This design comes from an exercise in tuning for small area on the open sky130 flow, not from production work.
In this exercise RTL edits were held to simulation tests only and were not proved equivalent to the original.
The clock port is modelled as an ideal driver; clocking choices that lean on that would not hold on a real chip.
Power and IR drop assume default switching activity.

Design epdl_core, start of the top module:
module epdl_core (
    input  wire        clk,
    input  wire        rst_n,
    input  wire        op_valid,
    output wire        op_ready,
    input  wire [63:0] op_word,
    output reg         rsp_valid,
    output reg  [31:0] rsp_word,
    output reg         rsp_refused,
    output wire        cs_n,
    output wire        dc,
    output reg         epd_rst_n,
    output wire        sck,
    output wire        mosi,
    input  wire        busy
);
Size in the first run: ~2,400 cells after synthesis, ~630 flip-flops, ~110 I/O pins, roughly 31,000 um2 of cells after synthesis.
==> flow/config.mk <==
export PLATFORM = sky130hd
export DESIGN_NAME = epdl_core
export DESIGN_NICKNAME = epdl_core
export VERILOG_FILES = /design/flow/design.v
export SDC_FILE = /design/flow/constraint.sdc
export NUM_CORES = 4
export LEC_CHECK = 0
export CAP_MARGIN = 0
export CORE_MARGIN = 2
export CORE_UTILIZATION = 50
export CTS_BUF_LIST = sky130_fd_sc_hd__clkbuf_8
export CTS_CLUSTER_DIAMETER = 60
export CTS_CLUSTER_SIZE = 16
export SLEW_MARGIN = 0
export SYNTH_HIERARCHICAL = 1
==> flow/constraint.sdc <==
create_clock -name core_clock -period 10.0 [get_ports {clk}]
set_input_delay 2.0000 -clock core_clock [delete_from_list [all_inputs] [get_ports {clk}]]
set_output_delay 2.0000 -clock core_clock [all_outputs]
set_load 0.01 [all_outputs]
standard.sh (not shown) runs the stock make flow with config.mk's settings and CLKGATE_MAP_FILE= SYNTH_SCRIPT=/design/flow/synth_recipe.tcl, a recipe that flattens the netlist after the stock synthesis.
==> flow/flow/run.sh <==
#!/bin/bash
# The standard layout (the standard.sh: standard synthesis unchanged,
# then ORFS floorplan .. finish), with three changes to how the layout is
# built:
#  - after the floorplan, every logic gate is replaced by the smallest cell
#    of the same function (flow/downsize.tcl); the later repair steps size
#    cells up again where slew, capacitance or timing need it;
#  - the port buffers are the smallest buffer cell;
#  - clock tree synthesis uses the clustering of config.mk and adds no
#    dummy loads;
#  - after clock tree synthesis, cells that no path needs at their size
#    are sized down again (flow/recover.tcl).
# The standard flow's whole output is in standard.log here; ORFS's own
# per-step logs are under orfs/logs/.
set -euo pipefail
here=$(pwd)
export POST_FLOORPLAN_TCL="$here/flow/downsize.tcl"
export POST_CTS_TCL="$here/flow/recover.tcl"
export BUFFER_PORTS_ARGS="-buffer_cell sky130_fd_sc_hd__buf_1"
export CTS_ARGS="-sink_clustering_enable -repair_clock_nets -sink_clustering_size 16 -sink_clustering_max_diameter 60 -buf_list sky130_fd_sc_hd__clkbuf_8 -dont_use_dummy_load"
bash standard.sh > standard.log 2>&1
==> flow/flow/recover.tcl <==
# After clock tree synthesis: give back drive strength that no path needs,
# then legalize the placement again.
repair_timing -recover_power 100 -setup_margin 0.2
detailed_placement
Other scripts of this flow, unchanged in this note and not shown: flow/flow/downsize.tcl
The first run completed, yet does not pass: capacitance limit, slew limit.
Then changed:
--- a/flow/flow/run.sh
+++ b/flow/flow/run.sh
@@ -10,3 +10 @@
-#    dummy loads;
-#  - after clock tree synthesis, cells that no path needs at their size
-#    are sized down again (flow/recover.tcl).
+#    dummy loads.
@@ -18 +15,0 @@
-export POST_CTS_TCL="$here/flow/recover.tcl"
@@ -20 +17 @@
-export CTS_ARGS="-sink_clustering_enable -repair_clock_nets -sink_clustering_size 16 -sink_clustering_max_diameter 60 -buf_list sky130_fd_sc_hd__clkbuf_8 -dont_use_dummy_load"
+export CTS_ARGS="-sink_clustering_enable -repair_clock_nets -sink_clustering_size 19 -sink_clustering_max_diameter 68 -buf_list sky130_fd_sc_hd__clkbuf_8 -dont_use_dummy_load"
Settings changed: CAP_MARGIN 0 to 20, CTS_CLUSTER_DIAMETER 60 to 68, CTS_CLUSTER_SIZE 16 to 19, SLEW_MARGIN 0 to 20.
removed: flow/flow/recover.tcl
=> With this change the flow finished clean; non-clock buffer count came out lower by 11; power stays flat; worst setup slack got worse by 35 ps; cell area is about the same; routed wire length came out lower by about 0.46%.
Then changed:
--- a/flow/flow/run.sh
+++ b/flow/flow/run.sh
@@ -17 +17 @@
-export CTS_ARGS="-sink_clustering_enable -repair_clock_nets -sink_clustering_size 19 -sink_clustering_max_diameter 68 -buf_list sky130_fd_sc_hd__clkbuf_8 -dont_use_dummy_load"
+export CTS_ARGS="-sink_clustering_enable -repair_clock_nets -sink_clustering_size 16 -sink_clustering_max_diameter 60 -buf_list sky130_fd_sc_hd__clkbuf_8 -dont_use_dummy_load"
Settings changed: CTS_CLUSTER_DIAMETER 68 to 60, CTS_CLUSTER_SIZE 19 to 16.
Routed wire length barely changes.
Die area stays the same.
Clock power goes up by about 7%.
Area after synthesis is unchanged.
Fmax fell by 0.56%.
Hold slack degrades by 3.7 ps.
Non-clock buffer count stays the same.
Power rises by 0.96%.
Combinational power stays flat.
Setup slack degrades by 48 ps.


epdl_core, a different RTL version from the one above (not shown whole).
Size: about 630 flip-flops, roughly 110 I/O pins.
export LEC_CHECK = 0
export CAP_MARGIN = 20
export CORE_MARGIN = 2
export CORE_UTILIZATION = 65
export CTS_BUF_LIST = sky130_fd_sc_hd__clkbuf_8
export CTS_CLUSTER_DIAMETER = 68
export CTS_CLUSTER_SIZE = 19
export SLEW_MARGIN = 20
export SYNTH_HIERARCHICAL = 1
create_clock -name core_clock -period 10.0 [get_ports {clk}]
==> flow/flow/run.sh <==
#!/bin/bash
# The standard layout (the standard.sh: standard synthesis unchanged,
# then ORFS floorplan .. finish), with three changes to how the layout is
# built:
#  - after the floorplan, every logic gate is replaced by the smallest cell
#    of the same function (flow/downsize.tcl); the later repair steps size
#    cells up again where slew, capacitance or timing need it;
#  - the port buffers are the smallest buffer cell;
#  - clock tree synthesis uses the clustering of config.mk and adds no
#    dummy loads.
# The standard flow's whole output is in standard.log here; ORFS's own
# per-step logs are under orfs/logs/.
set -euo pipefail
here=$(pwd)
export POST_FLOORPLAN_TCL="$here/flow/downsize.tcl"
export BUFFER_PORTS_ARGS="-buffer_cell sky130_fd_sc_hd__buf_1"
export CTS_ARGS="-sink_clustering_enable -repair_clock_nets -sink_clustering_size 19 -sink_clustering_max_diameter 68 -buf_list sky130_fd_sc_hd__clkbuf_8 -dont_use_dummy_load"
bash standard.sh > standard.log 2>&1
Other scripts of this flow, unchanged in this note and not shown: flow/flow/downsize.tcl
Edit:
--- a/flow/flow/run.sh
+++ b/flow/flow/run.sh
@@ -17 +17 @@
-export CTS_ARGS="-sink_clustering_enable -repair_clock_nets -sink_clustering_size 19 -sink_clustering_max_diameter 68 -buf_list sky130_fd_sc_hd__clkbuf_8 -dont_use_dummy_load"
+export CTS_ARGS="-sink_clustering_enable -repair_clock_nets -sink_clustering_size 16 -sink_clustering_max_diameter 60 -buf_list sky130_fd_sc_hd__clkbuf_8 -dont_use_dummy_load"
- CORE_UTILIZATION: 65 -> 50
- CTS_CLUSTER_DIAMETER: 68 -> 60
- CTS_CLUSTER_SIZE: 19 -> 16
- non-clock buffer count increases by 3
- synthesized cell count stays the same
- total power went up slightly
- area after synthesis does not change
- core utilization came out lower by 15 points
- routed wire length rises by a few percent

## what the ideal ports hide
The results above use ideal ports. As a check the final layouts listed here were re-extracted and re-timed, cells and wires unchanged. Step 1, drivers: a clkbuf_16 drives clk and a buf_2 each remaining input, both assumed. Step 2 times the ports against the registers' clock, not the clock port: input delays grow and output delays shrink by t, the midpoint of the rising clock arrivals with the driver on. a / b / c = no drivers / after step 1 / after step 2; a / b = the first two.
run | shift t [ns] | setup WS [ns] | worst hold slack (ns) | pins driven straight from the clock port
the first run of note 1 | 0.715 | 1.501 / 1.470 / 1.470 | 0.357 / 0.357 / 0.357 | 1
the second run of note 1 | 0.690 | 1.466 / 1.442 / 1.442 | 0.361 / 0.361 / 0.361 | 1
the third run of note 1 | 0.718 | 1.418 / 1.395 / 1.395 | 0.357 / 0.357 / 0.357 | 1
the first run of note 2 | 0.688 | 0.842 / 0.818 / 0.818 | 0.363 / 0.363 / 0.363 | 1
the second run of note 2 | 0.714 | 0.589 / 0.564 / 0.564 | 0.363 / 0.363 / 0.363 | 1
The setup slack of the first run of note 1, which loses most, moves by -0.031 ns with the drivers and by -0.031 ns with both steps.
